This design comes from an exercise in tuning for small area on the open sky130 flow, not from production work. Function was checked by simulation only, so behaviour that the tests miss may differ from the original. No activity file was given, so power comes from the tool's default toggle rates.

==> design.v <==
module usbh_chan_ctl (
    input  wire        clk,
    input  wire        rst,
    input  wire        cmd_valid,
    input  wire [63:0] cmd_word,
    output wire        ready,
    output reg         rsp_valid,
    output reg  [4:0]  rsp_code,
    output reg  [31:0] rsp_data,
    output wire [31:0] rsp_aux,
    input  wire        pev_valid,
    input  wire [3:0]  pev_kind,
    input  wire [2:0]  pev_ch,
    input  wire [9:0]  pev_count,
    input  wire        pev_dtog,
    input  wire        pev_flag,
    input  wire [2:0]  bd_ch,
    output wire [31:0] bd_txbd,
    output wire [31:0] bd_rxbd,
    output wire        irq,
    output wire [4:0]  fault
);
    localparam [4:0] R_OK          = 5'd0;
    localparam [4:0] R_IN_USE      = 5'd5;
    localparam [4:0] R_OOM         = 5'd6;
    localparam [4:0] F_INVALID_LEN = 5'd16;
    localparam [4:0] F_REGION_OVF  = 5'd17;
    localparam [4:0] F_COUNT_LARGE = 5'd18;
    localparam [4:0] F_UNALIGNED   = 5'd19;
    localparam [4:0] F_MISALIGNED  = 5'd20;
    localparam [4:0] F_NO_HANDLE   = 5'd21;
    localparam [4:0] R_HALTED      = 5'd28;
    localparam [4:0] R_UNSUPPORTED = 5'd29;
    localparam [4:0] R_INVALID     = 5'd30;
    localparam E_TXA  = 0;     
    localparam E_TXC  = 14;    
    localparam E_RXA  = 24;    
    localparam E_MLC  = 38;    
    localparam E_INIT = 54;    
    localparam E_TYPE = 55;    
    localparam E_DEV  = 57;    
    localparam E_STX  = 64;    
    localparam E_DTX  = 66;    
    localparam E_CTX  = 67;    
    localparam E_SRX  = 68;    
    localparam E_DRX  = 70;    
    localparam E_CRX  = 71;    
    localparam E_ETX  = 72;    
    localparam E_ERX  = 73;    
    localparam E_IUI  = 74;    
    localparam E_IUO  = 75;    
    localparam E_HTI  = 76;    
    localparam E_HTO  = 77;    
    localparam EW     = 78;
    reg [EW*8-1:0] ring;
    reg [2:0]  cnt;           
    reg        scrub;         
    reg        clr;           
    reg        nolow;         
    reg [9:0]  free4;         
    reg        istr_dcon;
    reg        istr_err;
    reg        istr_pmaovr;
    reg [2:0]  err_ch;
    reg        connected;
    reg        flt;           
    reg [2:0]  flt_lo;        
    integer s;
    wire [EW-1:0] t = ring[EW-1:0] & {EW{~scrub}};
    wire        t_ctr   = t[E_CRX] | t[E_CTX];
    wire [2:0]  t_ea    = {3{t[E_INIT]}} & cnt;
    wire [31:0] cur     = {5'd0, t[E_ERX], t[E_ETX], 2'd0, t[E_DEV +: 7],
                           t[E_CRX], t[E_DRX], t[E_SRX +: 2], 1'b0, t[E_TYPE +: 2], 1'b0,
                           t[E_CTX], t[E_DTX], t[E_STX +: 2], 1'b0, t_ea};
    wire        t_iui   = t[E_IUI] & !clr;
    wire        t_iuo   = t[E_IUO] & !clr;
    reg         ctr_any;
    always @* begin
        ctr_any = 1'b0;
        for (s = 0; s < 8; s = s + 1)
            if ((!scrub || (s + cnt >= 8)) && (ring[EW*s + E_CRX] || ring[EW*s + E_CTX]))
                ctr_any = 1'b1;
    end
    wire [2:0] bd_slot = bd_ch - cnt;
    wire       bd_en   = !scrub || (bd_ch < cnt);
    reg  [53:0] bd_sel;
    always @* begin
        bd_sel = 54'd0;
        for (s = 0; s < 8; s = s + 1)
            if (bd_en && bd_slot == s)
                bd_sel = bd_sel | ring[EW*s +: 54];
    end
    assign bd_txbd = {6'd0, bd_sel[E_TXC +: 10], bd_sel[E_TXA +: 14], 2'd0};
    assign bd_rxbd = {bd_sel[E_MLC +: 16], bd_sel[E_RXA +: 14], 2'd0};
    assign irq   = ctr_any | istr_dcon | istr_err | istr_pmaovr;
    assign fault = {flt, 1'b0, flt_lo};
    wire [63:0] cw     = cmd_word;
    wire [7:0]  f_op   = cw[63:56];
    wire [2:0]  f_ch   = cw[55:53];
    wire        f_dir  = cw[52];
    wire [1:0]  f_et   = cw[51:50];
    wire [6:0]  f_dev  = cw[49:43];
    wire [10:0] f_len  = cw[42:32];
    wire [31:0] f_arg  = cw[31:0];
    wire [15:0] f_off  = cw[31:16];
    wire [15:0] f_rlen = cw[15:0];
    wire op_alloc  = (f_op == 8'h01);
    wire op_pmrst  = (f_op == 8'h02);
    wire op_enc    = (f_op == 8'h10);
    wire op_dec    = (f_op == 8'h11);
    wire op_progrx = (f_op == 8'h12);
    wire op_progtx = (f_op == 8'h13);
    wire op_rxlen  = (f_op == 8'h14);
    wire op_crrd   = (f_op == 8'h30);
    wire op_canon  = (f_op == 8'h31);
    wire op_setst  = (f_op == 8'h32);
    wire op_clrctr = (f_op == 8'h33);
    wire op_clrerr = (f_op == 8'h34);
    wire op_init   = (f_op == 8'h35);
    wire op_touch  = (f_op == 8'h36);
    wire op_irq    = (f_op == 8'h40);
    wire op_claim  = (f_op == 8'h60);
    wire op_reconf = (f_op == 8'h61);
    wire op_drop   = (f_op == 8'h62);
    wire op_crw    = op_setst | op_clrctr | op_clrerr | op_init | op_touch;
    wire zc  = (cw[55:53] == 3'd0);
    wire zd  = !cw[52];
    wire ze  = (cw[51:50] == 2'd0);
    wire zv  = (cw[49:43] == 7'd0);
    wire zl  = (cw[42:32] == 11'd0);
    wire zo  = (cw[31:16] == 16'd0);
    wire zm  = (cw[15:2] == 14'd0);
    wire z1  = !cw[1];
    wire z0  = !cw[0];
    wire zdv = zd & ze & zv;             
    wire zm2 = zo & zm;                  
    wire za  = zm2 & z1 & z0;            
    wire dec_ok =
          ((op_alloc | op_dec) & zc & zdv & zl & zo)
        | ((op_pmrst | op_irq | (f_op == 8'h52)) & zc & zdv & zl & za)
        | (op_enc & zc & zdv & za)
        | ((op_progrx | op_progtx) & zdv)
        | ((op_rxlen | op_crrd | op_touch | (f_op == 8'h51)) & zdv & zl & za)
        | (((f_op == 8'h20) | op_canon) & zc & zdv & zl)
        | ((f_op == 8'h21) & zc & zdv)
        | (op_setst & ze & zv & zl & zm2)
        | ((op_clrctr | op_clrerr) & zdv & zl & zm2)
        | (op_init & zd & zl & za)
        | ((f_op == 8'h50) & !zd & ze & zv & zl)
        | ((f_op == 8'h53) & zc & zdv & zl & zm2 & z1)
        | (op_claim & za)
        | (op_reconf & zc & zd & ze & za)
        | (op_drop & ze & zv & zl & za);
    wire need_ch  = op_progrx | op_progtx | op_rxlen | op_crrd | op_crw | op_claim | op_drop;
    wire need_0   = op_pmrst | op_reconf;
    wire cmd_wait = (need_ch & (f_ch != cnt)) | (need_0 & (cnt != 3'd0)) |
                    (op_irq & ctr_any & !(t_ctr & nolow));
    wire pev_wait = (pev_ch != cnt);
    assign ready  = !(cmd_valid ? cmd_wait : (pev_valid & pev_wait));
    wire acc_cmd = cmd_valid & ready;
    wire acc_pev = pev_valid & !cmd_valid & ready & !flt;
    wire run     = acc_cmd & !flt & dec_ok;    
    wire        len_bad  = (f_len < 11'd2) || (f_len > 11'd1024);    
    wire        out_bad  = (f_len == 11'd0) || (f_len > 11'd1023);   
    wire        big      = (f_len > 11'd60);
    wire [10:0] len_m1   = f_len - 11'd1;
    wire [5:0]  half_up  = f_len[5:0] + 6'd1;
    wire [4:0]  nb       = big ? len_m1[9:5] : half_up[5:1];
    wire [5:0]  enc6     = {big, nb};                  
    wire [5:0]  dec_in   = op_dec ? f_arg[15:10] : enc6;
    wire [5:0]  dec_inc  = {1'b0, dec_in[4:0]} + 6'd1;
    wire [10:0] dec_val  = dec_in[5] ? {dec_inc, 5'd0} : {5'd0, dec_in[4:0], 1'b0};
    wire [10:0] cmp_a    = op_progrx ? dec_val : f_len;
    wire        reg_ovf  = ({5'd0, cmp_a} > f_rlen);
    wire [8:0]  q4       = f_len[10:2] + {8'd0, |f_len[1:0]};    
    wire [5:0]  q32      = len_m1[10:5] + 6'd1;                   
    wire [8:0]  size_in  = big ? {q32, 3'd0} : q4;                
    wire [8:0]  size_out = q4;
    wire [9:0]  free1    = 10'd16 + {1'b0, size_in};              
    wire [9:0]  add_a    = op_reconf ? free1 : free4;
    wire [8:0]  add_b    = op_alloc ? f_rlen[10:2] : ((op_reconf | !f_dir) ? size_out : size_in);
    wire [10:0] add_s    = {1'b0, add_a} + {2'b0, add_b};
    wire        add_oom  = (add_s > 11'd512);
    wire claim_bad  = f_dir ? len_bad : out_bad;
    wire claim_used = f_dir ? t_iui : t_iuo;
    wire drop_none  = f_dir ? !t[E_HTI] : !t[E_HTO];
    wire rc_out_bad = (f_len == 11'd1024);     
    reg [4:0] code;
    always @* begin
        code = R_OK;
        if (op_alloc) begin
            if (f_rlen[1:0] != 2'b00)                 code = F_UNALIGNED;
            else if (f_rlen[15:11] != 5'd0 || add_oom) code = R_OOM;
        end
        if (op_enc && len_bad)                        code = F_INVALID_LEN;
        if (op_progrx) begin
            if (len_bad)                              code = F_INVALID_LEN;
            else if (f_off[1:0] != 2'b00)             code = F_MISALIGNED;
            else if (reg_ovf)                         code = F_REGION_OVF;
        end
        if (op_progtx) begin
            if (f_off[1:0] != 2'b00)                  code = F_MISALIGNED;
            else if (reg_ovf)                         code = F_REGION_OVF;
            else if (f_len[10])                       code = F_COUNT_LARGE;
        end
        if (op_claim) begin
            if (claim_bad)                            code = F_INVALID_LEN;
            else if (claim_used)                      code = R_IN_USE;
            else if (add_oom)                         code = R_OOM;
        end
        if (op_reconf) begin
            if (len_bad || rc_out_bad)                code = F_INVALID_LEN;
            else if (add_oom)                         code = R_OOM;
        end
        if (op_drop && drop_none)                     code = F_NO_HANDLE;
        if (!(op_alloc | op_pmrst | op_enc | op_dec | op_progrx | op_progtx | op_rxlen |
              op_crrd | op_canon | op_crw | op_irq | op_claim | op_reconf | op_drop))
                                                      code = R_UNSUPPORTED;
        if (!dec_ok)                                  code = R_INVALID;
        if (flt)                                      code = R_HALTED;
    end
    wire ok = (code == R_OK);
    wire is_fault_code = code[4] & !code[3];
    wire pm_clear = run & (op_pmrst | op_reconf);
    wire rx_en = connected & t[E_SRX + 1];
    wire tx_en = connected & t[E_STX + 1];
    reg [31:0] cr_w;
    always @* begin
        cr_w   = (cur & 32'h007F_060F) | 32'h0600_8080;
        if (op_setst) begin
            if (f_dir) begin
                cr_w[13:12]   = cur[13:12] ^ f_arg[1:0];
            end else begin
                cr_w[5:4]     = cur[5:4] ^ f_arg[1:0];
            end
        end
        if (op_clrctr) begin
            if (f_arg[0]) begin cr_w[15] = 1'b0; end
            if (f_arg[1]) begin cr_w[7]  = 1'b0; end
        end
        if (op_clrerr) begin
            if (f_arg[0]) begin cr_w[26] = 1'b0; end
            if (f_arg[1]) begin cr_w[25] = 1'b0; end
        end
        if (op_init) begin
            cr_w[22:16] = f_dev;
            cr_w[2:0]   = cnt;
            case (f_et)
                2'd0: begin cr_w[10:9] = 2'b01; end
                2'd1: begin cr_w[10:9] = 2'b10; end
                2'd2: begin cr_w[10:9] = 2'b00; end
                default: begin cr_w[10:9] = 2'b11; end
            endcase
        end
    end
    reg [1:0] claim_type;
    always @* begin
        case (f_et)
            2'd0: claim_type = 2'b01;
            2'd1: claim_type = 2'b10;
            2'd2: claim_type = 2'b00;
            default: claim_type = 2'b11;
        endcase
        if (op_reconf) claim_type = 2'b01;
    end
    wire pk0 = acc_pev & (pev_kind == 4'd0) & rx_en;
    wire pk1 = acc_pev & (pev_kind == 4'd1) & rx_en;
    wire pk2 = acc_pev & (pev_kind == 4'd2) & rx_en;
    wire pk3 = acc_pev & (pev_kind == 4'd3) & tx_en;
    wire pk4 = acc_pev & (pev_kind == 4'd4) & tx_en;
    wire pk5 = acc_pev & (pev_kind == 4'd5) & tx_en;
    wire pk6 = acc_pev & (pev_kind == 4'd6) & rx_en;
    wire pk7 = acc_pev & (pev_kind == 4'd7) & tx_en;
    wire rc_in   = op_reconf & !len_bad;                 
    wire w_tx    = run & ok & (op_progtx | (op_claim & !f_dir) | op_reconf);
    wire w_rx    = run & ((ok & (op_progrx | (op_claim & f_dir))) | rc_in);
    wire w_init  = run & (op_init | (op_claim & ok) | rc_in);
    wire w_cr    = run & op_crw;
    wire w_irq   = run & op_irq & ctr_any;
    wire w_setrx = run & op_setst & f_dir;
    wire w_settx = run & op_setst & !f_dir;
    wire w_clr0  = run & f_arg[0];
    wire w_clr1  = run & f_arg[1];
    reg [EW-1:0] ne;
    always @* begin
        ne = t;
        if (w_tx) begin
            ne[E_TXA +: 14] = op_progtx ? f_off[15:2] : {4'd0, add_a};
            ne[E_TXC +: 10] = op_progtx ? f_len[9:0] : 10'd0;
        end
        if (w_rx) begin
            ne[E_RXA +: 14] = op_progrx ? f_off[15:2] : (op_reconf ? 14'd16 : {4'd0, free4});
            ne[E_MLC +: 16] = {enc6, 10'd0};
        end else if (pk0)
            ne[E_MLC +: 10] = pev_count;
        if (w_init) begin
            ne[E_INIT]      = 1'b1;
            ne[E_TYPE +: 2] = claim_type;
            ne[E_DEV +: 7]  = f_dev;
        end
        if (w_setrx)    ne[E_SRX +: 2] = f_arg[1:0];
        else if (pk0)   ne[E_SRX +: 2] = 2'b00;
        else if (pk1)   ne[E_SRX +: 2] = 2'b10;
        else if (pk2)   ne[E_SRX +: 2] = 2'b01;
        if (w_settx)    ne[E_STX +: 2] = f_arg[1:0];
        else if (pk3)   ne[E_STX +: 2] = 2'b00;
        else if (pk4)   ne[E_STX +: 2] = 2'b10;
        else if (pk5)   ne[E_STX +: 2] = 2'b01;
        if (pk0) ne[E_DRX] = pev_dtog;
        if (pk3) ne[E_DTX] = pev_dtog;
        if (pk0 | pk2 | (pk1 & pev_flag)) ne[E_CRX] = 1'b1;
        if (pk3 | pk5 | (pk4 & pev_flag)) ne[E_CTX] = 1'b1;
        if (pk6) ne[E_ERX] = 1'b1;
        if (pk7) ne[E_ETX] = 1'b1;
        if (w_irq | (op_clrctr & w_clr0)) ne[E_CRX] = 1'b0;
        if (w_irq | (op_clrctr & w_clr1)) ne[E_CTX] = 1'b0;
        if (w_irq | (op_clrerr & w_clr0)) ne[E_ERX] = 1'b0;
        if (w_irq | (op_clrerr & w_clr1)) ne[E_ETX] = 1'b0;
        ne[E_IUI] = (t_iui & !pm_clear) | (run & ((op_claim & f_dir & ok) | rc_in));
        ne[E_IUO] = (t_iuo & !pm_clear) | (run & ok & ((op_claim & !f_dir) | op_reconf));
        if (run & ((op_claim & f_dir & ok) | rc_in))           ne[E_HTI] = 1'b1;
        if (run & ok & ((op_claim & !f_dir) | op_reconf))      ne[E_HTO] = 1'b1;
        if (run & ok & op_drop & f_dir)                        ne[E_HTI] = 1'b0;
        if (run & ok & op_drop & !f_dir)                       ne[E_HTO] = 1'b0;
    end
    wire [31:0] istr_val = {2'b00, connected, 13'd0, ctr_any, istr_pmaovr, istr_err,
                            2'b00, istr_dcon, 5'd0, ctr_any & t[E_CRX], 1'b0,
                            ctr_any ? cnt : err_ch};
    reg  [7:0]  ch_hot;
    always @* begin
        ch_hot = 8'd0;
        ch_hot[cnt] = 1'b1;
    end
    wire s_alloc  = op_alloc  & ok;
    wire s_claim  = op_claim  & ok;
    wire s_reconf = op_reconf & ok;
    wire s_crw    = op_crw    & ok;
    wire s_irq    = op_irq    & ok;
    wire [8:0] size_sel = (op_reconf | f_dir) ? size_in : size_out;
    wire [31:0] d_data =
          ({32{s_alloc | s_claim}}     & {4'd0, free4, 18'd0})
        | ({32{s_alloc}}               & {21'd0, f_rlen[10:0]})
        | ({32{s_claim | s_reconf}}    & {21'd0, size_sel, 2'd0})
        | ({32{s_reconf}}              & 32'h0040_0000)
        | ({32{op_enc & ok}}           & {16'd0, enc6, 10'd0})
        | ({32{op_dec & ok}}           & {21'd0, dec_val})
        | ({32{op_rxlen & ok}}         & {22'd0, t[E_MLC +: 10]})
        | ({32{op_crrd & ok}}          & cur)
        | ({32{op_canon & ok}}         & ((f_arg & 32'hF9FF_0F0F) | 32'h0600_8080))
        | ({32{s_crw}}                 & cr_w)
        | ({32{s_irq}}                 & istr_val);
    reg        a_crw, a_rc, a_bus, a_in, a_out;
    wire [EW-1:0] s7  = ring[EW*7 +: EW];
    wire [2:0]  pch   = cnt - 3'd1;
    reg  [7:0]  p_hot;
    always @* begin
        p_hot = 8'd0;
        p_hot[pch] = 1'b1;
    end
    wire [31:0] s7_chep = {5'd0, s7[E_ERX], s7[E_ETX], 2'd0, s7[E_DEV +: 7],
                           s7[E_CRX], s7[E_DRX], s7[E_SRX +: 2], 1'b0, s7[E_TYPE +: 2], 1'b0,
                           s7[E_CTX], s7[E_DTX], s7[E_STX +: 2], 1'b0, {3{s7[E_INIT]}} & pch};
    wire [9:0]  rc_sz = free4 - s7[E_TXA +: 10];
    assign rsp_aux = ({32{a_crw}} & s7_chep)
                   | {15'd0, a_bus, p_hot & {8{a_in}}, p_hot & {8{a_out}}}
                   | ({32{a_rc}} & {4'd0, s7[E_TXA +: 10], 2'd0, 5'd0, rc_sz[8:0], 2'd0});
    always @(posedge clk) begin
        ring     <= {ne, ring[EW*8-1:EW]};
        rsp_code <= code;
        rsp_data <= d_data;
        a_crw    <= run & op_crw;
        a_rc     <= s_reconf;
        a_bus    <= s_irq & istr_dcon;
        a_in     <= s_irq & ctr_any & t[E_CRX];
        a_out    <= s_irq & ctr_any & t[E_CTX];
        if (rst) begin
            cnt         <= 3'd0;
            scrub       <= 1'b1;
            clr         <= 1'b0;
            nolow       <= 1'b1;
            free4       <= 10'd16;
            istr_dcon   <= 1'b0;
            istr_err    <= 1'b0;
            istr_pmaovr <= 1'b0;
            err_ch      <= 3'd0;
            connected   <= 1'b0;
            flt         <= 1'b0;
            flt_lo      <= 3'd0;
            rsp_valid   <= 1'b0;
        end else begin
            cnt       <= cnt + 3'd1;
            if (cnt == 3'd7) scrub <= 1'b0;
            clr       <= pm_clear | (clr & (cnt != 3'd7));
            nolow     <= (cnt == 3'd7) | (nolow & !(ne[E_CRX] | ne[E_CTX]));
            rsp_valid <= acc_cmd;
            if (acc_pev) begin
                case (pev_kind)
                    4'd6: if (rx_en) begin istr_err <= 1'b1; err_ch <= cnt; end
                    4'd7: if (tx_en) begin istr_err <= 1'b1; err_ch <= cnt; end
                    4'd8: begin connected <= ~connected; istr_dcon <= 1'b1; end
                    4'd9: if (rx_en | tx_en) begin istr_pmaovr <= 1'b1; err_ch <= cnt; end
                    default: ;
                endcase
            end
            if (run) begin
                if (op_irq) begin
                    if (istr_dcon)   istr_dcon   <= 1'b0;
                    if (istr_err)    istr_err    <= 1'b0;
                    if (istr_pmaovr) istr_pmaovr <= 1'b0;
                end
                if (op_pmrst) free4 <= 10'd16;
                if ((op_alloc || op_claim) && ok) free4 <= add_s[9:0];
                if (op_reconf) begin
                    if (len_bad)                      free4 <= 10'd16;
                    else if (rc_out_bad || add_oom)   free4 <= free1;
                    else                              free4 <= add_s[9:0];
                end
            end
            if (acc_cmd && !flt && is_fault_code) begin
                flt    <= 1'b1;
                flt_lo <= code[2:0];
            end
        end
    end
endmodule
==> flow/run.sh <==
#!/bin/bash
# Own layout flow: the standard.sh (the standard ORFS flow and synthesis
# script) with three changes:
#  - synthesis maps the combinational logic with an area-oriented ABC script
#    (flow/abc.script); registers are mapped before ABC, exactly as in the
#    standard synthesis;
#  - the port buffers use the smallest buffer cell;
#  - the clock tree is built from clkbuf_8 clusters of up to 12 sinks (50 um across),
#    without dummy loads.
# make's output goes to flow_make.log here; every step's full log stays under
# orfs/logs/.
set -euo pipefail
HERE=$(cd "$(dirname "${BASH_SOURCE[0]}")" && pwd)
WORK=$(pwd)
cat > "$WORK/own_synth.tcl" <<EOS
proc abc {args} {
  set i [lsearch -exact \$args -script]
  if { \$i >= 0 } { lset args [expr { \$i + 1 }] {$HERE/abc.script} }
  yosys abc {*}\$args
}
source {$WORK/synth_recipe.tcl}
EOS
bash standard.sh \
  "SYNTH_SCRIPT=$WORK/own_synth.tcl" \
  "BUFFER_PORTS_ARGS=-buffer_cell sky130_fd_sc_hd__buf_1" \
  "CTS_ARGS=-sink_clustering_enable -repair_clock_nets -buf_list sky130_fd_sc_hd__clkbuf_8 -sink_clustering_size 12 -sink_clustering_max_diameter 50 -dont_use_dummy_load" \
  finish > "$WORK/flow_make.log" 2>&1
==> flow/abc.script <==
&get -n
&st
&synch2
&dch -f
&nf -p -F 8 -A 4
&st
&syn2
&dch -f
&nf -p -F 8 -A 4
&st
&synch2
&dch -f
&nf -p -a -F 8 -A 4
&put
topo
stime -c
dnsize -c
==> standard.sh <==
#!/bin/bash
# synth_recipe.tcl (not shown) runs the flow's synth.tcl, then flattens the netlist and writes it again
# the make line also repeats each setting of config.mk as NAME=value (left out here)
make -C /OpenROAD-flow-scripts/flow DESIGN_CONFIG=/design/flow/config.mk WORK_HOME=/design/flow/orfs CLKGATE_MAP_FILE= SYNTH_SCRIPT=/design/flow/synth_recipe.tcl "${@:-finish}"
==> config.mk <==
export PLATFORM = sky130hd
export DESIGN_NAME = usbh_chan_ctl
export DESIGN_NICKNAME = usbh_chan_ctl
export VERILOG_FILES = /design/flow/design.v
export SDC_FILE = /design/flow/constraint.sdc
export NUM_CORES = 4
export LEC_CHECK = 0
export CAP_MARGIN = 20
export CORE_MARGIN = 2
export CORE_UTILIZATION = 60
export SLEW_MARGIN = 20
==> constraint.sdc <==
create_clock -name core_clock -period 10.0 [get_ports {clk}]
set_input_delay 2.0000 -clock core_clock [delete_from_list [all_inputs] [get_ports {clk}]]
set_output_delay 2.0000 -clock core_clock [all_outputs]
set_load 0.01 [all_outputs]
==> results.toml, run 1 <==
[worst_setup_path]
worstPathArrival_ns = 9.40
regToRegStartpoint = "free4[0]$_SDFFE_PP0P_"
cp_max_fo = 20
crit_path_end_kind = "register"
slowest_stage = "nor4_1"
path_cells = "buf_1 -> nor4_1 -> nand2_1 -> xnor2_1 -> ha_1 -> nor2_1 -> a21oi_1 -> ha_1 -> xor2_1 -> o21ai_0 -> ha_1 -> a21boi_0 -> nor2_1 -> or4_1 -> a211oi_1 -> o211a_1 -> o21bai_1 -> a211o_1 -> nor2_2 -> buf_4 -> buf_4 -> nand3_1 -> o221ai_1"
critical_path_required_ns = 10.55
critPathLaunchType = "input port"
rrSetupSlack_ns = 4.25
crit_type = "in -> reg"
r2r-end = "rsp_data[12]$_DFF_P_"
reg2reg_depth = 21
cpMostUsedCell = "ha_1"
slowest_delay_ns = 0.85

[sta]
finClkSkew_ns = 0.0504
holdWs_ns = 0.295
worst_pin_slew_ns = 1.05
relSlewSlack_pct = 29.5
finalSetupTns_ns = 0
drv_slew = 0
min_period_ns = 8.86
fin_crit_sh_pct = 88.6
fmax_ghz = 0.113
rsz0062_at_grt = "false"
setup_slack_ns = 1.14
setup_viol = 0
hold_violations = 0

[synth]
synthTopCellsByArea = "dfxtp_1, mux4_2, nand2_1"
synthArstFlopShare_pct = 0
synth_ff_type = "dfxtp_1"
synth-edff-count = 0
synth_warnings = 1
synth_seq_area_share_pct = 59.8
syn_avg_cell_area_sq_um = 11.4
ys_ff_latch = 694
synthCells = 2045
synth_cell_types = 68
synth_top_area_cell = "dfxtp_1"
yosysTopAreaCellShare_pct = 59.8
syn-cell-area_sq_um = 23200

[clocking]
clock_sinks = 694
ctsHoldBuffers = 0
cts_inserted_buffers = 71
cts_tree = "yes"
clockRootBuffer = "clkbuf_8"
clk_pin_slew_ns = 0.08
postCtsSetupBuffers = 0
htreeDepth = 3
cts_buffer_depth = 3
post_cts_resized = 0
clkLatencyLatePin_ns = 0.65

[drt]
wl_mm = 73.3
first_pass_iters = 7
viasPerCell = 6.36
vias = 18400
ant_nets = 0
remaining_drc_errors = 0
drt_iter0_drc = 2183
routedWlPerCell_um = 25.3

[finish]
final_common_cell = "dfxtp_1"
drive_above_1_share_pct = 8.00
final_nets = 2519
finalNonFillerCells = 2894
layout_common_cells = "dfxtp_1, nand2_1, buf_1"
synthToLayoutAreaGrowth_pct = 12.2

[power]
total_power_uw = 4580
p_per_area_nw_per_um2 = 175
irDropWorstVdd_mv = 0.181
p_leak_uw = 0.00980

[floorplanning]
die_x_um = 201
num_rows = 72
die_area_sq_um = 40300
start_util_pct = 60.4
pin_count = 231
die_y_um = 201
core-area_sq_um = 38500

[grt]
grt_remaining_overflow = 0
antenna_found_initial = 2
grt_max_degree = 55
track_usage_pct = 36.1
grt_first_pass_wirelength_mm = 111
grt_pass1_vias = 18600

[hold_path]
hp-class = "reg -> reg"
hold_depth = 0
hold_end = "ring[23]$_DFF_P_"
hp-start = "ring[101]$_DFF_P_"

[placement]
post-place-cells = 2822
dp_hpwl_mm = 52.0
pre_cts_ws_ns = 0.807
globalplace.congestion = 0.961
io_buffers = 215

[flow_run]
cap_violations = 0

[status]
status = "complete, no violations"
## worst max-delay path: cells and delay by family
family                   cells  cell delay [ns]
AND/OR/NAND/NOR              7             2.59
AO/OA/AOI/OAI                8             2.50
adder cells (fa/ha/maj)      3             1.08
buffers and inverters        3             0.73
XOR/XNOR                     2             0.49
## flip-flops by register name (all words and copies together), names as in the netlist, 3 cells and up
signal    flops
free4        10
rsp_code      5
flt_lo        3
ring        624
cnt           3
err_ch        3
rsp_data     32
## final cells by class
cell class	instances	area [sq um]
clock buffer	71	977
sequential	694	13900
tap	518	648
inverter	70	263
fill	3001	12400
multi-input combinational	1279	9150
timing repair buffer	261	1150
antenna	1	2.50
## worst max path at each step
stage,end,slack [ns],depth (start not counted),startpoint
final,rsp_data[12]$_DFF_P_,1.14,23,cmd_word[36]
after global routing,rsp_data[11]$_DFF_P_,0.79,23,cmd_word[34]
after CTS,ring[594]$_DFF_P_,1.45,22,cmd_word[34]
after detailed placement,ring[581]$_DFF_P_,0.81,22,cmd_word[34]
after global placement,ring[582]$_DFF_P_,0.86,22,cmd_word[36]
after floorplan,ring[556]$_DFF_P_,0.51,23,cmd_word[38]
## cells by family (layout without fill, tap and decap cells)
family | count (synthesis) | after routing | synth area share [%]
AO/OA/AOI/OAI | 485 | 485 | 14.9
adder cells (fa/ha/maj) | 52 | 52 | 2.90
multiplexers | 97 | 97 | 7.12
AND/OR/NAND/NOR | 582 | 582 | 11.8
other | 1 | 16 | 0.0161
XOR/XNOR | 48 | 48 | 1.81
flip-flops | 694 | 694 | 59.8
buffers and inverters | 86 | 402 | 1.65
## per-layer routing
layer  vias to the layer above  part of all wire [%]  track usage [%]
met3                       208                   7.8             6.56
met1                      9033                    41             48.1
met2                       980                    47             57.8
met5                         -                 0.018                0
met4                         2                   4.4             16.5
li1                       8190                     -                -
## Yosys cell counts (14+ instances only)
library cell	instances
nor2b_1	20
nor4_1	22
and3_1	16
buf_4	16
nor3_1	32
nor3b_1	15
o31ai_1	14
nand2_1	239
nand3_1	43
a22o_1	29
ha_1	49
mux2i_1	37
nand2b_1	17
nor2_1	113
xor2_1	15
dfxtp_1	694
a21o_1	16
a21oi_1	87
a222oi_1	60
a22oi_1	64
xnor2_1	33
mux4_2	54
clkinv_1	70
a31oi_1	16
and2_0	14
o21ai_0	87
## through the flow
step | instance area, sq um | utilization, %
2_1_floorplan | 23300 | -
3_3_place_gp | 25100 | 65.3
3_5_place_dp | 25100 | 65.3
4_1_cts | 26100 | 67.8
5_1_grt | 26100 | 67.8
6_report | 26100 | 67.8
## power breakdown
part / leakage (uW) / internal (uW) / total [uW] / switching (uW)
combinational: 0.00370 / 96.4 / 314 / 217
sequential: 0.00559 / 2760 / 2770 / 3.69
clock: 0.000510 / 633 / 1500 / 863
==> inputs of run 2 (changes only) <==
--- a/design.v
+++ b/design.v
@@ -137,18 +137,27 @@
     wire za  = zm2 & z1 & z0;            
-    wire dec_ok =
-          ((op_alloc | op_dec) & zc & zdv & zl & zo)
-        | ((op_pmrst | op_irq | (f_op == 8'h52)) & zc & zdv & zl & za)
-        | (op_enc & zc & zdv & za)
-        | ((op_progrx | op_progtx) & zdv)
-        | ((op_rxlen | op_crrd | op_touch | (f_op == 8'h51)) & zdv & zl & za)
-        | (((f_op == 8'h20) | op_canon) & zc & zdv & zl)
-        | ((f_op == 8'h21) & zc & zdv)
-        | (op_setst & ze & zv & zl & zm2)
-        | ((op_clrctr | op_clrerr) & zdv & zl & zm2)
-        | (op_init & zd & zl & za)
-        | ((f_op == 8'h50) & !zd & ze & zv & zl)
-        | ((f_op == 8'h53) & zc & zdv & zl & zm2 & z1)
-        | (op_claim & za)
-        | (op_reconf & zc & zd & ze & za)
-        | (op_drop & ze & zv & zl & za);
+    wire op_pmw    = (f_op == 8'h20);
+    wire op_pmr    = (f_op == 8'h21);
+    wire op_epr    = (f_op == 8'h50);
+    wire op_epw    = (f_op == 8'h51);
+    wire op_epp    = (f_op == 8'h52);
+    wire op_bw     = (f_op == 8'h53);
+    wire op_known  = op_alloc | op_pmrst | op_enc | op_dec | op_progrx | op_progtx | op_rxlen |
+                     op_pmw | op_pmr | op_crrd | op_canon | op_crw | op_irq |
+                     op_epr | op_epw | op_epp | op_bw | op_claim | op_reconf | op_drop;
+    wire n_c  = op_alloc | op_dec | op_pmrst | op_irq | op_epp | op_enc | op_pmw | op_canon |
+                op_pmr | op_bw | op_reconf;
+    wire n_d  = !(op_setst | op_claim | op_drop | op_epr);
+    wire n_ev = !(op_claim | op_init | op_reconf);
+    wire n_e  = n_ev | op_reconf;
+    wire n_l  = op_alloc | op_dec | op_pmrst | op_irq | op_epp | op_rxlen | op_crrd | op_touch |
+                op_epw | op_pmw | op_canon | op_setst | op_clrctr | op_clrerr | op_init |
+                op_epr | op_bw | op_drop;
+    wire n_o  = !(op_progrx | op_progtx | op_pmw | op_canon | op_pmr | op_epr);
+    wire n_m  = n_o & !op_alloc & !op_dec;
+    wire n_1  = n_m & !op_setst & !op_clrctr & !op_clrerr;
+    wire n_0  = n_1 & !op_bw;
+    wire dec_ok = op_known &
+                  (!n_c  | zc) & (!n_d | zd | op_epr) & (!op_epr | !zd) &
+                  (!n_e  | ze) & (!n_ev | zv) & (!n_l | zl) &
+                  (!n_o  | zo) & (!n_m | zm) & (!n_1 | z1) & (!n_0 | z0);
     wire need_ch  = op_progrx | op_progtx | op_rxlen | op_crrd | op_crw | op_claim | op_drop;
@@ -175,4 +184,3 @@
     wire [8:0]  q4       = f_len[10:2] + {8'd0, |f_len[1:0]};    
-    wire [5:0]  q32      = len_m1[10:5] + 6'd1;                   
-    wire [8:0]  size_in  = big ? {q32, 3'd0} : q4;                
+        wire [8:0]  size_in  = big ? {dec_inc, 3'd0} : q4;    
     wire [8:0]  size_out = q4;
--- a/flow/run.sh
+++ b/flow/run.sh
@@ -7,3 +7,3 @@
 #  - the port buffers use the smallest buffer cell;
-#  - the clock tree is built from clkbuf_8 clusters of up to 12 sinks (50 um across),
+#  - the clock tree is built from clkbuf_8 clusters of up to 18 sinks (60 um across),
 #    without dummy loads.
@@ -25,3 +25,3 @@
   "BUFFER_PORTS_ARGS=-buffer_cell sky130_fd_sc_hd__buf_1" \
-  "CTS_ARGS=-sink_clustering_enable -repair_clock_nets -buf_list sky130_fd_sc_hd__clkbuf_8 -sink_clustering_size 12 -sink_clustering_max_diameter 50 -dont_use_dummy_load" \
+  "CTS_ARGS=-sink_clustering_enable -repair_clock_nets -buf_list sky130_fd_sc_hd__clkbuf_8 -sink_clustering_size 18 -sink_clustering_max_diameter 60 -dont_use_dummy_load" \
   finish > "$WORK/flow_make.log" 2>&1
--- a/config.mk
+++ b/config.mk
@@ -9,3 +9,3 @@
 export CORE_MARGIN = 2
-export CORE_UTILIZATION = 60
+export CORE_UTILIZATION = 70
 export SLEW_MARGIN = 20
==> results.toml, run 2 <==
[placement]
io_buffers = 215
dp_hpwl_mm = 51.0
globalplace.congestion = 1.03
post-place-cells = 2675

[drt]
vias = 18400
viasPerCell = 6.75
drt_iter0_drc = 2518
ant_nets = 0
wl_mm = 72.2
remaining_drc_errors = 0
first_pass_iters = 9
routedWlPerCell_um = 26.5

[finish]
drive_above_1_share_pct = 6.97
fillCellCount = 2076
antennaDiodeCount = 0
final_common_cell = "dfxtp_1"
reg.largest.list = "ring x624, rsp_data x32, free4 x10"
regArea_sq_um = 13900
final_nets = 2424
largest_reg_flops = 624
synthToLayoutAreaGrowth_pct = 10.4
layout_common_cells = "dfxtp_1, buf_1, nand2_1"
largest_register = "ring"
multi_input_area_sq_um = 8760
finalNonFillerCells = 2722

[power]
irDropWorstVdd_mv = 0.175
p_per_area_nw_per_um2 = 170
total_power_uw = 4300
p_leak_uw = 0.00966

[synth]
syn_avg_cell_area_sq_um = 11.6
synth_ff_type = "dfxtp_1"
synthCells = 1974
synth_seq_area_share_pct = 60.8
yosysMostFrequentCell = "dfxtp_1"
synth_top_area_cell = "dfxtp_1"
synth-edff-count = 0
synth_cell_types = 67
syn-cell-area_sq_um = 22900
ys_ff_latch = 694
synth_top_cells_by_count = "dfxtp_1, nand2_1, a21oi_1"
yosysTopAreaCellShare_pct = 60.8
synthArstFlopShare_pct = 0
synth_warnings = 1
synthTopCellsByArea = "dfxtp_1, mux4_2, nand2_1"

[clocking]
cts_tree = "yes"
clock_sinks = 694
htreeDepth = 2
clk_pin_slew_ns = 0.11
cts_inserted_buffers = 47
post_cts_resized = 0
clkLatencyLatePin_ns = 0.63
ctsHoldBuffers = 0
cts_buffer_depth = 3
clockRootBuffer = "clkbuf_8"
postCtsSetupBuffers = 0

[sta]
relSlewSlack_pct = 25.8
finClkSkew_ns = 0.0736
fin_crit_sh_pct = 89.9
worst_pin_slew_ns = 1.11
rsz0062_at_grt = "false"
min_period_ns = 8.99
drv_slew = 0
hold_violations = 0
holdWs_ns = 0.285
setup_viol = 0
finalSetupTns_ns = 0
fmax_ghz = 0.111

[floorplanning]
die_area_sq_um = 34100
start_util_pct = 70.6
die_x_um = 185
die_y_um = 185
num_rows = 66
core-area_sq_um = 32400
pin_count = 231

[worst_setup_path]
cp_max_fo = 15
regToRegStartpoint = "free4[0]$_SDFFE_PP0P_"
crit_path_end_kind = "register"
critPathLaunchType = "input port"
critical_path_required_ns = 10.46
crit_start = "cmd_word[56]"
worstPathArrival_ns = 9.46
crit_type = "in -> reg"

[grt]
antenna_found_initial = 1
grt_remaining_overflow = 0
track_usage_pct = 41.7
grt_max_degree = 58
grt_pass1_vias = 18100
grt_first_pass_wirelength_mm = 107

[hold_path]
hp-class = "reg -> reg"
hp-start = "ring[366]$_DFF_P_"

[status]
status = "complete, no violations"

[flow_run]
cap_violations = 0
## run 2: cell count changes in the layout (fill, tap and decap cells not counted), sizes merged, moves of 9 or more
| cell | change |
|---|---|
| clkbuf | -24 |
| nand2 | -50 |
| nor2b | +9 |
| o21ai | -10 |
| mux2i | -20 |
| and2 | +10 |
| clkinv | -12 |
| nor2 | -13 |
| a21oi | +19 |
## run 2: layout make-up
cell class                      instances  area share, %
Clock buffer                           47           2.56
Inverter                               58          0.863
Multi-Input combinational cell       1220           34.7
Sequential cell                       694           55.1
Tap cell                              442           2.19
Timing Repair Buffer                  261           4.62
## run 2: per-layer routing
metal,part of all wire [%],GRT usage [%]
met1,38,55.6
met2,45,65.5
met3,11,8.34
met4,5.3,20.4
met5,0.032,0
## run 2: cells by family after synthesis
| family | after synthesis | share of synthesized area, % |
|---|---|---|
| AOI/OAI and AO/OA | 485 | 15.0 |
| and+or+nand+nor | 546 | 11.7 |
| adders and majority gates | 52 | 2.94 |
| muxes | 79 | 6.46 |
| other | 1 | 0.0164 |
| xor gates and xnor gates | 43 | 1.65 |
| DFF | 694 | 60.8 |
| buffers and inverters | 74 | 1.48 |
## run 2: worst paths after layout
| kind | depth (start not counted) | slack [ns] | endpoint |
|---|---|---|---|
| worst max-delay path | 25 | 1.01 | ring[567]$_DFF_P_ |
| worst min-delay path | 0 | 0.28 | ring[288]$_DFF_P_ |
| worst max register to register | 18 | 4.31 | ring[567]$_DFF_P_ |
| worst min register to register | 0 | 0.28 | ring[288]$_DFF_P_ |
## run 2: through the flow
step	utilization (%)	instance area, sq um	setup slack, ns
CTS	78.0	25200	1.36
finish	78.0	25200	1.01
global placement	76.0	24600	1.04
floorplan	-	22900	0.632
global route	78.0	25200	0.695
detailed placement	76.0	24600	0.777
## run 2: critical path: stages
cell and delay (ns):
buf_1 0.07, buf_4 0.19, nor4b_1 0.26, buf_4 0.19
nand3b_1 0.20, nand2b_1 0.47, o21ai_0 0.66, clkinv_1 0.15
ha_1 0.25, xnor2_1 0.50, and2_0 0.21, ha_1 0.19
xnor2_1 0.18, o21ai_0 0.16, ha_1 0.35, a21boi_0 0.15
o21ai_0 0.40, a21oi_1 0.15, o41ai_1 0.59, a31oi_1 0.27
o311a_1 0.54, nor3_1 0.58, a211oi_4 0.29, buf_12 0.24
a22o_1 0.17
## run 2: where the power goes
group	switching, uW	internal (uW)
registers	4.64	2760
clock network	810	424
logic	207	93.4
total	1020	3280
==> inputs of run 3 (changes only) <==
--- a/config.mk
+++ b/config.mk
@@ -9,3 +9,3 @@
 export CORE_MARGIN = 2
-export CORE_UTILIZATION = 70
+export CORE_UTILIZATION = 60
 export SLEW_MARGIN = 20
==> results.toml, run 3 <==
[status]
status = "complete, no violations"

[power]
seq_power_share_pct = 64.4
p_int_uw = 3280
p_sw_share_pct = 23.7
power_frac_comb_pct = 7.0
irDropWorstVdd_mv = 0.169
p_per_area_nw_per_um2 = 170
clockPowerShare_pct = 28.6
p_leak_uw = 0.00966
netSwitchingPower_uw = 1020

[sta]
drv_slew = 0
min_period_ns = 8.94
hold_violations = 0
fin_crit_sh_pct = 89.4
finalSetupTns_ns = 0
rsz0062_at_grt = "false"
setup_viol = 0
fmax_ghz = 0.112
worst_pin_slew_ns = 1.12
relSlewSlack_pct = 25.0
setup_slack_ns = 1.06
finClkSkew_ns = 0.0916

[drt]
wl_mm = 70.1
routedWlPerCell_um = 25.1
first_pass_iters = 8
remaining_drc_errors = 0
viasPerCell = 6.27
drt_iter0_drc = 1830
vias = 17500
ant_nets = 0

[synth]
synthTopCellsByArea = "dfxtp_1, mux4_2, nand2_1"
synth_ff_type = "dfxtp_1"
ys_ff_latch = 694
synth_cell_types = 67
synth_seq_area_share_pct = 60.8
syn_avg_cell_area_sq_um = 11.6
syn-cell-area_sq_um = 22900
yosysMostFrequentCell = "dfxtp_1"
synth-edff-count = 0
yosysTopAreaCellShare_pct = 60.8
synthArstFlopShare_pct = 0
synth_top_cells_by_count = "dfxtp_1, nand2_1, a21oi_1"
synth_warnings = 1
synth_top_area_cell = "dfxtp_1"
synthCells = 1974

[worst_setup_path]
slowest_delay_ns = 0.81
cp.depth = 23
r2r-end = "rsp_data[12]$_DFF_P_"
critPathBufInv = 3
worstPathArrival_ns = 9.45
crit_path_end_kind = "register"
reg2reg_depth = 17
cpMostUsedCell = "o21ai_0"
cp_max_fo = 15
crit_type = "in -> reg"
critPathLaunchType = "input port"
crit_start = "cmd_word[56]"
rrSetupSlack_ns = 4.25
critical_path_required_ns = 10.51
crit_family = "compound AO/OA/AOI/OAI gates"
regToRegStartpoint = "free4[0]$_SDFFE_PP0P_"
endpoint = "rsp_data[12]$_DFF_P_"
slowest_stage = "nor2_1"
path_cells = "buf_1 -> nor4b_1 -> buf_4 -> nand3b_1 -> nand2b_1 -> o21ai_0 -> clkinv_1 -> ha_1 -> xnor2_1 -> and2_0 -> ha_1 -> xnor2_1 -> o21ai_0 -> ha_1 -> a21boi_0 -> o21ai_0 -> a21oi_1 -> o41ai_1 -> a31oi_1 -> o311a_1 -> nor2_1 -> a31oi_1 -> o21ai_0"

[placement]
io_buffers = 215
globalplace.congestion = 1.03
dp_hpwl_mm = 50.6
pre_cts_ws_ns = 0.663

[flow_run]
cap_violations = 0

[clocking]
htreeDepth = 2
clk_pin_slew_ns = 0.10
postCtsSetupBuffers = 0
clockRootBuffer = "clkbuf_8"
cts_tree = "yes"
post_cts_resized = 0
clkLatencyLatePin_ns = 0.68
clock_sinks = 694
cts_buffer_depth = 3
ctsHoldBuffers = 0
cts_inserted_buffers = 47

[grt]
grt_remaining_overflow = 0
grt_pass1_vias = 16900
grt_max_degree = 43
antenna_found_initial = 1
track_usage_pct = 34.9
grt_first_pass_wirelength_mm = 103

[hold_path]
hp-class = "reg -> reg"
hp-start = "ring[622]$_SDFF_PP0_"

[floorplanning]
die_x_um = 199
num_rows = 71
pin_count = 231
die_y_um = 199
die_area_sq_um = 39700
start_util_pct = 60.8
core-area_sq_um = 37600

[finish]
synthToLayoutAreaGrowth_pct = 10.8
final_core_utilization_pct = 67.4
largest_reg_flops = 624
largest_register = "ring"
drive_above_1_share_pct = 7.01
antennaDiodeCount = 0
multi_input_area_sq_um = 8760
layout_common_cells = "dfxtp_1, buf_1, nand2_1"
reg.largest.list = "ring x624, rsp_data x32, free4 x10"
final_nets = 2425
final_common_cell = "dfxtp_1"
regArea_sq_um = 13900
fillCellCount = 2882
==> run 3: layer usage <==
| layer | GRT usage [%] | vias up | wire, um | part of all wire [%] |
|---|---|---|---|---|
| met1 | 48.6 | 8523 | 29400 | 42 |
| met2 | 54.3 | 870 | 31900 | 45 |
| met4 | 15.5 | 2 | 3050 | 4.3 |
| li1 | - | 7921 | - | - |
| met3 | 5.38 | 176 | 5750 | 8.2 |
| met5 | 0 | - | 18 | 0.026 |
==> run 3: final cells by class <==
cell class | instances | area share (%)
multi-input combinational | 1220 | 34.6
timing repair buffer | 262 | 4.63
inverter | 58 | 0.860
tap | 511 | 2.52
clock buffer | 47 | 2.55
sequential | 694 | 54.9
==> run 3: worst min-delay path by stage <==
stage | endpoint | slack (ns) | depth (start not counted)
after floorplan | ring[132]$_DFF_P_ | 0.31 | 0
after global placement | ring[224]$_DFF_P_ | 0.31 | 0
after detailed placement | ring[74]$_DFF_P_ | 0.31 | 0
after CTS | ring[544]$_DFF_P_ | 0.28 | 0
after global routing | ring[78]$_DFF_P_ | 0.28 | 0
final | ring[544]$_DFF_P_ | 0.28 | 0
==> run 3: cell families after synthesis <==
family | Yosys count | share of synthesized area [%]
flops | 694 | 60.8
simple gates | 546 | 11.7
compound gates | 485 | 15.0
mux | 79 | 6.46
buf+inv | 74 | 1.48
fa+ha+maj | 52 | 2.94
xor+xnor | 43 | 1.65
other cells | 1 | 0.0164
==> run 3: through the flow <==
step | total power [uW] | std cells | instance area (sq um) | hold WS (ns)
CTS | 4310 | 2792 | 25300 | 0.281
global placement | 3130 | 2745 | 24700 | 0.310
global route | 4430 | 2792 | 25300 | 0.282
finish | 4300 | 2792 | 25300 | 0.280
floorplan | 3000 | 1988 | 22900 | 0.310
detailed placement | 3130 | 2745 | 24700 | 0.312
==> run 3: power by group through the flow <==
stage / clock [uW] / sequential (uW) / combinational (uW)
global route: 1340 / 2770 / 319
CTS: 1250 / 2770 / 298
floorplan: 0 / 2830 / 169
detailed placement: 0 / 2830 / 297
global placement: 0 / 2830 / 295
finish: 1230 / 2770 / 301
==> inputs of run 4 (changes only) <==
--- a/config.mk
+++ b/config.mk
@@ -7,5 +7,6 @@
 export LEC_CHECK = 0
-export CAP_MARGIN = 20
+export CAP_MARGIN = 0
 export CORE_MARGIN = 2
 export CORE_UTILIZATION = 60
-export SLEW_MARGIN = 20
+export GPL_TIMING_DRIVEN = 0
+export SLEW_MARGIN = 0
==> results.toml, run 4 <==
[status]
status = "complete, no violations"

[finish]
largest_reg_flops = 624
final_common_cell = "dfxtp_1"
final_nets = 2423
layout_common_cells = "dfxtp_1, buf_1, nand2_1"
largest_register = "ring"
reg.largest.list = "ring x624, rsp_data x32, free4 x10"
multi_input_area_sq_um = 8820
regArea_sq_um = 13900
synthToLayoutAreaGrowth_pct = 11.9
fillCellCount = 2963
drive_above_1_share_pct = 7.46

[clocking]
clkLatencyLatePin_ns = 0.66
post_cts_resized = 1
cts_inserted_buffers = 46
clockRootBuffer = "clkbuf_8"
clk_pin_slew_ns = 0.10
cts_tree = "yes"
clock_sinks = 694
cts_buffer_depth = 3
ctsHoldBuffers = 0
htreeDepth = 2
postCtsSetupBuffers = 0

[worst_setup_path]
crit_family = "compound AO/OA/AOI/OAI gates"
slowest_stage = "nor3_1"
path_cells = "buf_1 -> nor2_1 -> o211a_1 -> a21oi_1 -> a21oi_1 -> nand2_1 -> o21ai_2 -> clkinv_1 -> ha_1 -> nor2_1 -> a21oi_1 -> ha_1 -> xnor2_1 -> o21ai_0 -> ha_1 -> a21boi_0 -> o21ai_0 -> a21oi_1 -> o41ai_1 -> a31oi_1 -> o311a_1 -> nor3_1 -> a222oi_1 -> o211ai_1"
worstPathArrival_ns = 10.05
critical_path_required_ns = 10.54
crit_path_end_kind = "register"
critPathLaunchType = "input port"
critPathBufInv = 2
cp_max_fo = 17
cpMostUsedCell = "a21oi_1"
slowest_delay_ns = 0.99
crit_type = "in -> reg"

[power]
p_leak_uw = 0.00973
clockPowerShare_pct = 28.2
irDropWorstVdd_mv = 0.177
netSwitchingPower_uw = 1010
seq_power_share_pct = 64.3
p_sw_share_pct = 23.5
total_power_uw = 4300
p_per_area_nw_per_um2 = 168
power_frac_comb_pct = 7.5
p_int_uw = 3290

[grt]
busiest_layer = "met2"
grt_remaining_overflow = 0
track_usage_pct = 34.0
grt_util_met1_pct = 46.8
grt_pass1_vias = 17000
antenna_found_initial = 2
gr-usage-met3_pct = 4.93
grt_max_degree = 44
met2_usage_pct = 54.3
grt_first_pass_wirelength_mm = 101

[synth]
synthArstFlopShare_pct = 0
yosysMostFrequentCell = "dfxtp_1"
ys_ff_latch = 694
syn_avg_cell_area_sq_um = 11.6
synth_ff_type = "dfxtp_1"
synth_seq_area_share_pct = 60.8
synth_cell_types = 67
synth-edff-count = 0
synth_top_cells_by_count = "dfxtp_1, nand2_1, a21oi_1"
yosysTopAreaCellShare_pct = 60.8
synth_top_area_cell = "dfxtp_1"
synthCells = 1974
synthTopCellsByArea = "dfxtp_1, mux4_2, nand2_1"
syn-cell-area_sq_um = 22900
synth_warnings = 1

[floorplanning]
die_y_um = 199
core-area_sq_um = 37600
start_util_pct = 60.8
num_rows = 71
pin_count = 231
die_x_um = 199
die_area_sq_um = 39700

[flow_run]
cap_violations = 0

[sta]
min_period_ns = 9.52
relSlewSlack_pct = 11.5
fin_crit_sh_pct = 95.2
holdWs_ns = 0.286
drv_slew = 0
hold_violations = 0
finalSetupTns_ns = 0
fmax_ghz = 0.105
setup_viol = 0
worst_pin_slew_ns = 1.31
finClkSkew_ns = 0.0556
rsz0062_at_grt = "false"

[drt]
routedWlPerCell_um = 24.4
wl_mm = 68.1
first_pass_iters = 8
remaining_drc_errors = 0
vias = 17400
drt_iter0_drc = 1768
ant_nets = 0
viasPerCell = 6.24

[placement]
dp_hpwl_mm = 49.2
globalplace.congestion = 0.953
io_buffers = 215

[hold_path]
hp-class = "reg -> reg"
-- run 4: metrics by stage --
stage | std cells | cell area [sq um] | utilization, % | setup slack, ns
floorplan | 1988 | 22900 | - | 0.632
global placement | 2714 | 24400 | 64.8 | -4.97
detailed placement | 2744 | 24900 | 66.3 | -0.797
CTS | 2790 | 25500 | 67.9 | 0.162
global route | 2790 | 25600 | 68.0 | 0.00713
finish | 2791 | 25600 | 68.1 | 0.484
-- run 4: power by group through the flow --
stage	clock network, uW	logic [uW]	registers, uW
final	1210	321	2770
after global routing	1320	340	2770
after CTS	1230	317	2770
after detailed placement	0	316	2830
after global placement	0	289	2830
after floorplan	0	169	2830
-- run 4: final timing paths --
path / startpoint / end / slack [ns] / cells after the start
min reg2reg: ring[155]$_DFF_P_ / ring[77]$_DFF_P_ / 0.29 / 0
max: cmd_word[38] / rsp_data[1]$_DFF_P_ / 0.48 / 24
max reg2reg: scrub$_SDFFE_PP1P_ / free4[9]$_SDFFE_PP0P_ / 3.59 / 13
min: ring[155]$_DFF_P_ / ring[77]$_DFF_P_ / 0.29 / 0
-- run 4: worst register-to-register path, delay by kind of cell, from the launching register on --
family,cells,cell delay (ns)
simple gates,3,1.73
flops,1,0.86
buf+inv,2,1.24
compound gates,8,2.50
-- run 4: kinds of logic (layout without fill, tap and decap cells) --
kind of cell               Yosys count  count (layout)  share of synthesized area (%)
adders and majority gates           52              52                           2.94
other                                1              16                         0.0164
DFF                                694             694                           60.8
AOI/OAI and AO/OA                  485             485                           15.0
and+or+nand+nor                    546             546                           11.7
buffers and inverters               74             365                           1.48
muxes                               79              79                           6.46
xor gates and xnor gates            43              43                           1.65
-- run 4: metal layers --
| metal | routed length [um] | up-vias |
|---|---|---|
| met5 | 16 | - |
| met4 | 2460 | 2 |
| met3 | 5100 | 139 |
| met2 | 31600 | 820 |
| met1 | 29000 | 8530 |
| li1 | - | 7915 |
-- run 4: layout make-up --
| type | instances | area share [%] |
|---|---|---|
| sequential | 694 | 54.3 |
| tap | 511 | 2.50 |
| multi-input combinational | 1220 | 34.5 |
| clock buffer | 46 | 2.48 |
| inverter | 58 | 0.856 |
| buffer | 16 | 0.470 |
| antenna | 1 | 0.00979 |
| timing repair buffer | 245 | 4.85 |
==> inputs of run 5 (changes only) <==
--- a/design.v
+++ b/design.v
@@ -85,9 +85,15 @@
     wire       bd_en   = !scrub || (bd_ch < cnt);
-    reg  [53:0] bd_sel;
+    reg  [7:0]  bd_hot;
     always @* begin
-        bd_sel = 54'd0;
+        bd_hot = 8'd0;
         for (s = 0; s < 8; s = s + 1)
             if (bd_en && bd_slot == s)
-                bd_sel = bd_sel | ring[EW*s +: 54];
+                bd_hot[s] = 1'b1;
     end
+    wire [53:0] bd_sel;
+    usbh_chan_ctl_bdmux bdmux (
+        .d0(ring[EW*0 +: 54]), .d1(ring[EW*1 +: 54]), .d2(ring[EW*2 +: 54]), .d3(ring[EW*3 +: 54]),
+        .d4(ring[EW*4 +: 54]), .d5(ring[EW*5 +: 54]), .d6(ring[EW*6 +: 54]), .d7(ring[EW*7 +: 54]),
+        .hot(bd_hot), .q(bd_sel)
+    );
     assign bd_txbd = {6'd0, bd_sel[E_TXC +: 10], bd_sel[E_TXA +: 14], 2'd0};
@@ -174,5 +180,5 @@
     wire        big      = (f_len > 11'd60);
-    wire [10:0] len_m1   = f_len - 11'd1;
-    wire [5:0]  half_up  = f_len[5:0] + 6'd1;
-    wire [4:0]  nb       = big ? len_m1[9:5] : half_up[5:1];
+    wire [4:0]  len_m1   = f_len[9:5] - {4'd0, (f_len[4:0] == 5'd0)};    
+    wire [4:0]  half_up  = f_len[5:1] + {4'd0, f_len[0]};                
+    wire [4:0]  nb       = big ? len_m1 : half_up;
     wire [5:0]  enc6     = {big, nb};                  
@@ -433 +439,9 @@
 endmodule
+module usbh_chan_ctl_bdmux (
+    input  wire [53:0] d0, d1, d2, d3, d4, d5, d6, d7,
+    input  wire [7:0]  hot,
+    output wire [53:0] q
+);
+    assign q = ({54{hot[0]}} & d0) | ({54{hot[1]}} & d1) | ({54{hot[2]}} & d2) | ({54{hot[3]}} & d3) |
+               ({54{hot[4]}} & d4) | ({54{hot[5]}} & d5) | ({54{hot[6]}} & d6) | ({54{hot[7]}} & d7);
+endmodule
==> flow/abc.script (replaced) <==
&get -n
&st
&synch2
&dch -f
&nf -p -R 1000 -F 8 -A 4
&st
&syn2
&dch -f
&nf -p -R 1000 -F 8 -A 4
&st
&synch2
&dch -f
&nf -p -a -R 1000 -F 8 -A 4
&put
topo
dnsize
--- a/config.mk
+++ b/config.mk
@@ -10,3 +10,2 @@
 export CORE_UTILIZATION = 60
-export GPL_TIMING_DRIVEN = 0
 export SLEW_MARGIN = 0
==> results.toml, run 5 <==
[synth]
synthArstFlopShare_pct = 0
synth-edff-count = 0
synth_warnings = 1
synth_top_cells_by_count = "dfxtp_1, nand2_1, nor2_1"
syn_avg_cell_area_sq_um = 11.0
synthTopCellsByArea = "dfxtp_1, a222oi_1, nand2_1"
ys_ff_latch = 694
yosysTopAreaCellShare_pct = 62.9
synthCells = 2018
syn-cell-area_sq_um = 22100
synth_cell_types = 57
yosysMostFrequentCell = "dfxtp_1"
synth_top_area_cell = "dfxtp_1"
synth_seq_area_share_pct = 62.9
synth_ff_type = "dfxtp_1"

[placement]
placed_area_sq_um = 23900
dp_hpwl_mm = 47.8
io_buffers = 215
post-place-cells = 2753
globalplace.congestion = 1.08
pre_cts_ws_ns = 0.126

[finish]
drive_above_1_share_pct = 4.72
fin_area_sq_um = 24500
final_common_cell = "dfxtp_1"
largest_register = "ring"
reg.largest.list = "ring x624, rsp_data x32, free4 x10"
final_nets = 2477
finalNonFillerCells = 2803
synthToLayoutAreaGrowth_pct = 11.0
largest_reg_flops = 624
layout_common_cells = "dfxtp_1, buf_1, nand2_1"

[worst_setup_path]
cpMostUsedCell = "ha_1"
r2r-end = "ring[546]$_DFF_P_"
cp_max_fo = 24
crit_path_end_kind = "register"
rrSetupSlack_ns = 3.78
worstPathArrival_ns = 9.78
crit_family = "compound AO/OA/AOI/OAI gates"
critPathLaunchType = "input port"
reg2reg_depth = 29
regToRegStartpoint = "free4[0]$_SDFFE_PP0P_"
critPathBufInv = 6
critical_path_required_ns = 10.50
slowest_stage = "o41ai_1"
crit_type = "in -> reg"
slowest_delay_ns = 0.53

[hold_path]
hold_end = "ring[360]$_DFF_P_"
hold_depth = 0
hp-class = "reg -> reg"
hp-start = "ring[438]$_DFF_P_"

[floorplanning]
die_x_um = 196
start_util_pct = 60.7
die_y_um = 196
die_area_sq_um = 38400
core-area_sq_um = 36400
num_rows = 70
pin_count = 231

[clocking]
clk_pin_slew_ns = 0.10
htreeDepth = 2
cts_inserted_buffers = 46
cts_buffer_depth = 3
postCtsSetupBuffers = 0
clockRootBuffer = "clkbuf_8"
cts_tree = "yes"
clock_sinks = 694
clkLatencyLatePin_ns = 0.67

[drt]
routedWlPerCell_um = 23.8
drt_iter0_drc = 1851
wl_mm = 66.7
first_pass_iters = 8
viasPerCell = 6.22
vias = 17400
ant_nets = 0
remaining_drc_errors = 0

[sta]
fin_crit_sh_pct = 92.9
fmax_ghz = 0.108
rsz0062_at_grt = "false"
finalSetupTns_ns = 0
setup_viol = 0
worst_pin_slew_ns = 1.35
setup_slack_ns = 0.714
relSlewSlack_pct = 9.07
finClkSkew_ns = 0.0751
drv_slew = 0
hold_violations = 0
min_period_ns = 9.29

[grt]
antenna_found_initial = 3
track_usage_pct = 34.1
grt_pass1_vias = 16700
grt_max_degree = 55
grt_first_pass_wirelength_mm = 99.9
grt_remaining_overflow = 0

[power]
p_per_area_nw_per_um2 = 172
irDropWorstVdd_mv = 0.136
p_leak_uw = 0.00911

[flow_run]
cap_violations = 0

[status]
status = "complete, no violations"
run 5: changes by cell type in the layout (fill, tap and decap cells not counted), moves of 15 or more:
cell and change:
mux4_2 -54, nand4_1 +23, nand3_1 +19, a221oi_1 +17, buf_4 +32, nor2_1 +25
a222oi_1 +21, nand2_1 +15, a21oi_1 +19, o21ai_0 +25
run 5: cell families (layout without fill, tap and decap cells):
family | after synthesis | count (layout) | share of synthesized area, %
flops | 694 | 694 | 62.9
simple gates | 601 | 601 | 13.0
compound gates | 533 | 533 | 17.0
buf+inv | 74 | 373 | 1.53
fa+ha+maj | 54 | 54 | 3.16
xor+xnor | 44 | 44 | 1.74
mux | 17 | 17 | 0.787
other cells | 1 | 19 | 0.0170
run 5: where the power goes:
group	internal, uW	total [uW]	leakage (uW)	switching [uW]
Sequential	2760	2770	0.00559	3.12
Combinational	65.8	242	0.00319	176
Clock	415	1210	0.000331	792
run 5: worst max path at each step:
stage,from,to,slack [ns],depth (start not counted)
final,cmd_word[32],ring[546]$_DFF_P_,0.71,38
after floorplan,cmd_word[59],ring[556]$_DFF_P_,0.69,29
after CTS,cmd_word[32],ring[554]$_DFF_P_,0.79,38
after detailed placement,cmd_word[32],ring[556]$_DFF_P_,0.13,37
after global placement,cmd_word[32],ring[555]$_DFF_P_,0.58,38
after global routing,cmd_word[32],ring[554]$_DFF_P_,0.10,38
run 5: layer usage:
| metal | wire length [um] | share of wire (%) | track usage (%) |
|---|---|---|---|
| met5 | 0 | 0 | 0 |
| met3 | 6570 | 9.9 | 5.86 |
| met1 | 28600 | 43 | 48.4 |
| met2 | 28600 | 43 | 51.4 |
| met4 | 2910 | 4.4 | 15.0 |
run 5: final cells by class:
| cell class | instances | area [sq um] |
|---|---|---|
| Tap cell | 468 | 586 |
| Multi-Input combinational cell | 1264 | 8000 |
| Antenna cell | 4 | 10.0 |
| Inverter | 58 | 218 |
| Clock buffer | 46 | 633 |
| Timing Repair Buffer | 269 | 1210 |
| Fill cell | 2909 | 11900 |
| Sequential cell | 694 | 13900 |
run 5: repair_timing:
item / CTS / global route
hold buffers: 0 / 0
resized for setup: 0 / 1
endpoints found under the setup margin: 0 / 22
run 5: metrics by stage:
| step | hold slack, ns | util (%) | total power [uW] |
|---|---|---|---|
| detailed placement | 0.312 | 65.6 | 3060 |
| finish | 0.288 | 67.4 | 4210 |
| global placement | 0.310 | 65.6 | 3060 |
| CTS | 0.297 | 67.3 | 4220 |
| global route | 0.306 | 67.4 | 4340 |
| floorplan | 0.310 | - | 2950 |
==> inputs of run 6 (changes only) <==
--- a/config.mk
+++ b/config.mk
@@ -7,5 +7,5 @@
 export LEC_CHECK = 0
-export CAP_MARGIN = 0
+export CAP_MARGIN = 20
 export CORE_MARGIN = 2
 export CORE_UTILIZATION = 60
-export SLEW_MARGIN = 0
+export SLEW_MARGIN = 20
==> results.toml, run 6 <==
[worst_setup_path]
regToRegStartpoint = "free4[0]$_SDFFE_PP0P_"
cp_max_fo = 24
slowest_stage = "o41ai_1"
worstPathArrival_ns = 9.71
r2r-end = "ring[554]$_DFF_P_"
slowest_delay_ns = 0.52
reg2reg_depth = 28
rrSetupSlack_ns = 3.80
critical_path_required_ns = 10.49
crit_start = "cmd_word[32]"
cpMostUsedCell = "ha_1"
crit_path_end_kind = "register"
crit_type = "in -> reg"
critPathLaunchType = "input port"

[clocking]
postCtsSetupBuffers = 0
clk_pin_slew_ns = 0.10
htreeDepth = 2
clkLatencyLatePin_ns = 0.66
clockRootBuffer = "clkbuf_8"
cts_buffer_depth = 3
cts_tree = "yes"
ctsHoldBuffers = 0
cts_inserted_buffers = 46
clock_sinks = 694

[finish]
layout_common_cells = "dfxtp_1, buf_1, nand2_1"
final_core_utilization_pct = 67.4
drive_above_1_share_pct = 4.76
multi_input_area_sq_um = 8000
reg.largest.list = "ring x624, rsp_data x32, free4 x10"
final_common_cell = "dfxtp_1"
synthToLayoutAreaGrowth_pct = 11.1
largest_register = "ring"
fillCellCount = 2937
regArea_sq_um = 13900
largest_reg_flops = 624
final_nets = 2478

[drt]
drt_iter0_drc = 2114
first_pass_iters = 8
viasPerCell = 6.21
routedWlPerCell_um = 23.8
vias = 17400
ant_nets = 0
wl_mm = 66.7
remaining_drc_errors = 0

[grt]
track_usage_pct = 34.1
grt_max_degree = 55
grt_first_pass_wirelength_mm = 99.8
grt_pass1_vias = 16700
grt_remaining_overflow = 0
antenna_found_initial = 3

[floorplanning]
die_y_um = 196
num_rows = 70
die_area_sq_um = 38400
core-area_sq_um = 36400
die_x_um = 196
pin_count = 231
start_util_pct = 60.7

[synth]
synth-edff-count = 0
syn-cell-area_sq_um = 22100
ys_ff_latch = 694
yosysTopAreaCellShare_pct = 62.9
synth_seq_area_share_pct = 62.9
synthTopCellsByArea = "dfxtp_1, a222oi_1, nand2_1"
synthArstFlopShare_pct = 0
synth_ff_type = "dfxtp_1"
synth_top_cells_by_count = "dfxtp_1, nand2_1, nor2_1"
synthCells = 2018
syn_avg_cell_area_sq_um = 11.0
yosysMostFrequentCell = "dfxtp_1"
synth_top_area_cell = "dfxtp_1"
synth_cell_types = 57
synth_warnings = 1

[sta]
relSlewSlack_pct = 23.8
finalSetupTns_ns = 0
worst_pin_slew_ns = 1.13
min_period_ns = 9.22
setup_viol = 0
hold_violations = 0
rsz0062_at_grt = "false"
drv_slew = 0
finClkSkew_ns = 0.0749
setup_slack_ns = 0.783
fmax_ghz = 0.108
fin_crit_sh_pct = 92.2

[hold_path]
hp-class = "reg -> reg"
hold_end = "ring[360]$_DFF_P_"
hold_depth = 0
hp-start = "ring[438]$_DFF_P_"

[power]
total_power_uw = 4210
p_leak_uw = 0.00911
p_per_area_nw_per_um2 = 172
irDropWorstVdd_mv = 0.139

[flow_run]
cap_violations = 0

[placement]
pre_cts_ws_ns = 0.148
io_buffers = 215
dp_hpwl_mm = 47.8
globalplace.congestion = 1.08

[status]
status = "complete, no violations"
[run 6: cell counts after synthesis]
No cell type changed its count.
[run 6: per-layer routing]
layer  vias up  global-route usage, %  part of all wire (%)
li1       8023                      -                     -
met1      8296                   48.9                    44
met2       944                   51.0                    43
met3       160                   5.66                   8.9
met4         0                   15.2                   4.3
met5         -                      0                     0
[run 6: critical path, delay by kind of cell]
family                   cells  cell delay [ns]
AND/OR/NAND/NOR             14             2.33
AO/OA/AOI/OAI               11             2.64
XOR/XNOR                     1             0.17
buffers and inverters        5             0.85
adder cells (fa/ha/maj)      6             1.72
[run 6: layout make-up]
type,instances,share of cell area (%)
well taps,468,2.38
inverters,58,0.887
flip-flops and latches,694,56.6
multi-input cells,1264,32.6
clock buffers,46,2.58
repair buffers,270,4.97
diodes,4,0.0408
[run 6: kinds of logic (layout without fill, tap and decap cells)]
logic type / count (synthesis) / count (layout) / share of synthesized area [%]
fa+ha+maj: 54 / 54 / 3.16
buf+inv: 74 / 374 / 1.53
mux: 17 / 17 / 0.787
other cells: 1 / 19 / 0.0170
xor+xnor: 44 / 44 / 1.74
simple gates: 601 / 601 / 13.0
flops: 694 / 694 / 62.9
compound gates: 533 / 533 / 17.0
[run 6: how the worst max path moves through the flow]
stage | end | cells after the start | slack (ns)
2_1_floorplan | ring[556]$_DFF_P_ | 29 | 0.69
5_1_grt | ring[554]$_DFF_P_ | 38 | 0.06
3_5_place_dp | ring[546]$_DFF_P_ | 38 | 0.15
3_3_place_gp | ring[555]$_DFF_P_ | 38 | 0.58
4_1_cts | ring[554]$_DFF_P_ | 37 | 0.80
6_report | ring[554]$_DFF_P_ | 37 | 0.78
[run 6: stage by stage]
step / hold WS, ns / cell area, sq um / instances
after floorplan: 0.310 / 22200 / 2032
after global placement: 0.310 / 23900 / 2753
after detailed placement: 0.312 / 23900 / 2753
after CTS: 0.296 / 24500 / 2799
after global routing: 0.289 / 24500 / 2801
final: 0.300 / 24600 / 2804
[run 6: report_power, final]
part	leakage, uW	total (uW)	internal [uW]	switching, uW
registers	0.00559	2770	2760	3.05
logic	0.00319	242	65.9	176
clock network	0.000331	1210	415	792
total	0.00911	4210	3240	971
[run 6: what timing repair did]
item	CTS	global route
resized for setup	0	1
hold endpoints to repair	0	0
setup endpoints to repair	0	24

port drivers added, routing unchanged:
The results above use ideal ports. As a check the final layouts listed here were re-extracted and re-timed, cells and wires unchanged.
Step 1, drivers: a clkbuf_16 drives clk and a buf_2 each remaining input, both assumed.
Step 2 times the ports against the registers' clock, not the clock port: input delays grow and output delays shrink by t, the midpoint of the rising clock arrivals with the driver on.
a / b / c = ideal ports / drivers / drivers and shift; a / b = the first two.
| run | t, ns | setup WS [ns] |
|---|---|---|
| run 1 | 0.675 | 1.144 / 1.153 / 0.478 |
| run 2 | 0.652 | 1.007 / 1.031 / 0.379 |
| run 3 | 0.691 | 1.059 / 1.085 / 0.394 |
| run 4 | 0.690 | 0.484 / 0.517 / -0.173 |
| run 5 | 0.686 | 0.714 / 0.747 / 0.061 |
| run 6 | 0.673 | 0.783 / 0.814 / 0.141 |
Met with ideal ports but missed after step 2: setup timing in run 4.
